Background: an optimization exercise with open tools, aiming at small area, a short achievable clock period and few clock cycles. Do not read the settings as production practice. At most, simulation tests tie the RTL to the original design; equivalence was not proved. No activity file was given, so power comes from the tool's default toggle rates.

== v6 ==
## mbcodec
module mbcodec (
    input  wire        clk,
    input  wire        rst,           
    input  wire        cmd_valid,
    output wire        cmd_ready,
    input  wire [31:0] cmd,
    output reg         rsp_valid,
    output wire [3:0]  rsp_status,
    output wire [31:0] rsp_value,
    output reg         tx_valid,
    output reg  [7:0]  tx_data
);
    localparam [7:0] OPC_CRC_INIT    = 8'h01,
                     OPC_CRC_BYTE    = 8'h02,
                     OPC_CRC_READ    = 8'h03,
                     OPC_CRC_CHECK   = 8'h04,
                     OPC_ENC_RD      = 8'h10,
                     OPC_XCH_RD      = 8'h11,
                     OPC_DEC_BYTE    = 8'h20,
                     OPC_DEC_ABORT   = 8'h21,
                     OPC_DEC_RDBUF   = 8'h22,
                     OPC_DEC_STATUS  = 8'h23,
                     OPC_CFG_SETADDR = 8'h30,
                     OPC_CFG_GETADDR = 8'h31;
    localparam [2:0] RS_OK = 3'd0, RS_ILLEGAL = 3'd1, RS_ARG = 3'd2,
                     RS_BUSY = 3'd3, RS_NOT_READY = 3'd4;
    localparam [3:0] D_IDLE = 4'd0, D_AW_ADDR = 4'd1, D_AW_FUNC = 4'd2,
                     D_AW_B2 = 4'd3, D_AW_PAY = 4'd4, D_AW_CRCLO = 4'd5,
                     D_AW_CRCHI = 4'd6, D_AW_XCRCLO = 4'd7,
                     D_AW_XCRCHI = 4'd8, D_DONE = 4'd9, D_ERR = 4'd10;
    localparam [3:0] E_NONE = 4'd0, E_CRC = 4'd1, E_SIZE = 4'd2,
                     E_ADDR = 4'd3, E_FUNC = 4'd4, E_LEN = 4'd5,
                     E_DEVICE = 4'd6;
    function [15:0] crc_update;
        input [15:0] c;
        input [7:0]  b;
        integer k;
        reg [15:0] r;
        begin
            r = c ^ {8'h00, b};
            for (k = 0; k < 8; k = k + 1)
                r = r[0] ? ((r >> 1) ^ 16'hA001) : (r >> 1);
            crc_update = r;
        end
    endfunction
    reg [15:0] crc_acc;
    reg [7:0]  devaddr;
    reg [3:0]  dstate;
    reg [7:0]  expcnt;
    reg [7:0]  hdr0, hdr1, hdr2;
    reg [15:0] dcrc;
    reg [7:0]  pcnt;
    reg [7:0]  rclo;
    reg [3:0]  errcls;
    reg [7:0]  excode;
    reg        stray;
    reg        rdy;           
    reg [2:0]  sc;            
    reg        ev;            
    reg [31:0] q;
    reg [1:0]  ph;            
  ...
For scale: about 4,700 cells after synthesis, about 2,300 flip-flops.
Settings: LEC_CHECK=0, CAP_MARGIN=20, CORE_MARGIN=2, CORE_UTILIZATION=40, SLEW_MARGIN=20; clock period 8.0 ns.
run.sh (not shown) runs the stock make flow with config.mk's settings and CLKGATE_MAP_FILE= SYNTH_SCRIPT=/design/flow/synth_recipe.tcl, a recipe that flattens the netlist after the stock synthesis.
Testbench counts of v6, summed over its fixed seeds: cycles 165,152.
The following lists how v7 was set up differently from v6:
Settings: an added SETUP_SLACK_MARGIN of 4.
## What came out
- Both conditions hold for v7: the flow ran to the end and the final layout passed the timing, DRC and antenna checks.
- The final-layout clock-cell area share was comparable across v7 and v6.
- From v6 to v7 the numbers moved as follows: fraction of power spent switching nets flat; via count flat; final hold violation count flat; design internal power flat.
- Per the comparison of v7 with v6, number of cells in the finished layout apart from fillers saw little to no change, timing-limited maximum frequency saw an increase, number of remaining DRC errors saw little to no change, final wirelength saw an increase.
- The number of fill cells in the layout was comparable across v7 and v6.

========
Another version of the RTL of mbcodec (not shown whole).
For scale: ~3800 cells after synthesis, ~2300 flip-flops, about 82 I/O pins, roughly 0.059 sq mm of cells after synthesis.
==> flow/config.mk <==
export PLATFORM = sky130hd
export DESIGN_NAME = mbcodec
export DESIGN_NICKNAME = mbcodec
export VERILOG_FILES = /design/flow/design.v
export SDC_FILE = /design/flow/constraint.sdc
export NUM_CORES = 4
export LEC_CHECK = 0
export CAP_MARGIN = 20
export CORE_MARGIN = 2
export CORE_UTILIZATION = 60
export CTS_CLUSTER_DIAMETER = 100
export CTS_CLUSTER_SIZE = 28
export PLACE_DENSITY = 0.7
export SETUP_SLACK_MARGIN = 5
export SLEW_MARGIN = 20
==> flow/constraint.sdc <==
create_clock -name core_clock -period 8.0 [get_ports {clk}]
set_input_delay 1.6000 -clock core_clock [delete_from_list [all_inputs] [get_ports {clk}]]
set_output_delay 1.6000 -clock core_clock [all_outputs]
set_load 0.01 [all_outputs]
standard.sh (not shown) runs the stock make flow with config.mk's settings and CLKGATE_MAP_FILE= SYNTH_SCRIPT=/design/flow/synth_recipe.tcl, a recipe that flattens the netlist after the stock synthesis.
==> flow/flow/run.sh <==
#!/bin/bash
set -euo pipefail
bash standard.sh SETUP_SLACK_MARGIN=5.5 finish > standard.log 2>&1
Testbench counts at the start, summed over its fixed seeds: cycles 164,810.
Edit:
==> flow/run.sh (new file) <==
#!/bin/bash
# synth_recipe.tcl (not shown) runs the flow's synth.tcl, then flattens the netlist and writes it again
# the make line also repeats each setting of config.mk as NAME=value (left out here)
make -C /OpenROAD-flow-scripts/flow DESIGN_CONFIG=/design/flow/config.mk WORK_HOME=/design/flow/orfs CLKGATE_MAP_FILE= SYNTH_SCRIPT=/design/flow/synth_recipe.tcl finish
- CTS_BUF_LIST: unset -> sky130_fd_sc_hd__clkbuf_8 sky130_fd_sc_hd__clkbuf_16
- CTS_CLUSTER_DIAMETER: 100 -> 80
- CTS_CLUSTER_SIZE: 28 -> 24
removed: flow/flow/run.sh
removed: flow/standard.sh
- The changed run ran to the end with no violations
- die area stays the same
- wire length falls by 2.4%
- worst hold slack loses 9.4 ps

========
Starting RTL as in the previous note.
==> flow/design.v (excerpt) <==
module mbcodec (
    input  wire        clk,
    input  wire        rst,           
    input  wire        cmd_valid,
    output wire        cmd_ready,
    input  wire [31:0] cmd,
    output reg         rsp_valid,
    output wire [3:0]  rsp_status,
    output wire [31:0] rsp_value,
    output reg         tx_valid,
    output reg  [7:0]  tx_data
);
==> flow/config.mk <==
export PLATFORM = sky130hd
export DESIGN_NAME = mbcodec
export DESIGN_NICKNAME = mbcodec
export VERILOG_FILES = /design/flow/design.v
export SDC_FILE = /design/flow/constraint.sdc
export NUM_CORES = 4
export LEC_CHECK = 0
export CAP_MARGIN = 20
export CORE_MARGIN = 2
export CORE_UTILIZATION = 70
export CTS_CLUSTER_DIAMETER = 100
export CTS_CLUSTER_SIZE = 28
export PLACE_DENSITY = 0.8
export SETUP_SLACK_MARGIN = 5
export SLEW_MARGIN = 20
==> flow/constraint.sdc <==
create_clock -name core_clock -period 8.0 [get_ports {clk}]
set_input_delay 1.6000 -clock core_clock [delete_from_list [all_inputs] [get_ports {clk}]]
set_output_delay 1.6000 -clock core_clock [all_outputs]
set_load 0.01 [all_outputs]
run.sh (not shown) runs the stock make flow with config.mk's settings and CLKGATE_MAP_FILE= SYNTH_SCRIPT=/design/flow/synth_recipe.tcl, a recipe that flattens the netlist after the stock synthesis.
Stock flow here: none of the scripts above is used.
Testbench counts at the start, summed over its fixed seeds: cycles 164,810.
Edit:
--- a/flow/config.mk
+++ b/flow/config.mk
@@ -8,8 +8,8 @@
 export CAP_MARGIN = 20
 export CORE_MARGIN = 2
-export CORE_UTILIZATION = 70
-export CTS_CLUSTER_DIAMETER = 100
-export CTS_CLUSTER_SIZE = 28
-export PLACE_DENSITY = 0.8
+export CORE_UTILIZATION = 60
+export CTS_CLUSTER_DIAMETER = 80
+export CTS_CLUSTER_SIZE = 32
+export PLACE_DENSITY = 0.7
 export SETUP_SLACK_MARGIN = 5
 export SLEW_MARGIN = 20
What happened: The changed run produced a clean layout; synthesized cell count is unchanged; routed wire length goes down by 5.3%; first-iteration DRC count rises by 0.85%; hold slack improves by 0.0062 ns.

========
Another version of the RTL of mbcodec (not shown whole).
For scale: about 2300 flip-flops, roughly 59000 µm² of cells after synthesis.
Settings: LEC_CHECK=0, CAP_MARGIN=20, CORE_MARGIN=2, CORE_UTILIZATION=60, CTS_CLUSTER_DIAMETER=100, CTS_CLUSTER_SIZE=28, PLACE_DENSITY=0.7, SETUP_SLACK_MARGIN=5, SLEW_MARGIN=20; clock period 8.0 ns.
standard.sh (not shown) runs the stock make flow with config.mk's settings and CLKGATE_MAP_FILE= SYNTH_SCRIPT=/design/flow/synth_recipe.tcl, a recipe that flattens the netlist after the stock synthesis.
==> flow/flow/run.sh <==
#!/bin/bash
set -euo pipefail
bash standard.sh SETUP_SLACK_MARGIN=7 finish > standard.log 2>&1
Change:
==> flow/run.sh (new file) <==
#!/bin/bash
# synth_recipe.tcl (not shown) runs the flow's synth.tcl, then flattens the netlist and writes it again
# the make line also repeats each setting of config.mk as NAME=value (left out here)
make -C /OpenROAD-flow-scripts/flow DESIGN_CONFIG=/design/flow/config.mk WORK_HOME=/design/flow/orfs CLKGATE_MAP_FILE= SYNTH_SCRIPT=/design/flow/synth_recipe.tcl finish
Settings changed: CORE_UTILIZATION 60 to 40, PLACE_DENSITY 0.7 to default.
removed: flow/flow/run.sh
removed: flow/standard.sh
Outcome:
- die area rose by 49%
- non-clock buffer count went down by 354
- setup slack is worse by 0.024 ns
- fmax shrinks by 0.80%
- area after synthesis does not change
- count of clock-buffer cells in the layout is unchanged
- core utilization goes down by 30 points
No functional check of the RTL was part of any run of this note.

==> port drivers added, routing unchanged <==
No port has a modelled driver above. Below, the same layouts with a new extraction and two added sets of constraints.
Step 1 assumes that a clkbuf_16 drives the clock port and a buf_2 every other input.
Step 2, shift: input delay + t, output delay - t, t = (earliest + latest rising clock arrival at the registers) / 2. This alone moves slack from input paths to output paths.
Three values: no drivers, after step 1, after step 2; two values: the first two.
| run | shift t [ns] | setup slack, ns | worst setup path after step 2 | worst register clock-pin slew, ns |
|---|---|---|---|---|
| v6 | 0.895 | 3.926 / 3.926 / 3.926 | register to register | 0.07 / 0.07 |
| v7 | 0.896 | 4.113 / 4.113 / 4.113 | register to register | 0.07 / 0.07 |
| the first run of note 2 | 0.766 | 5.119 / 5.044 / 4.420 | input to register | 0.12 / 0.12 |
| the second run of note 2 | 0.776 | 5.031 / 4.969 / 4.307 | input to register | 0.11 / 0.11 |
| the first run of note 3 | 0.770 | 4.980 / 4.966 / 4.340 | input to register | 0.12 / 0.12 |
| the second run of note 3 | 0.748 | 5.026 / 4.986 / 4.332 | input to register | 0.12 / 0.12 |
| the first run of note 4 | 0.766 | 5.068 / 4.999 / 4.701 | input to register | 0.12 / 0.12 |
| the second run of note 4 | 0.785 | 5.044 / 4.980 / 4.309 | input to register | 0.12 / 0.12 |
After both steps setup and hold are still met in every run listed. For the second run of note 4, which loses most, drivers alone change the setup slack by -0.064 ns; drivers and shift together by -0.735 ns.
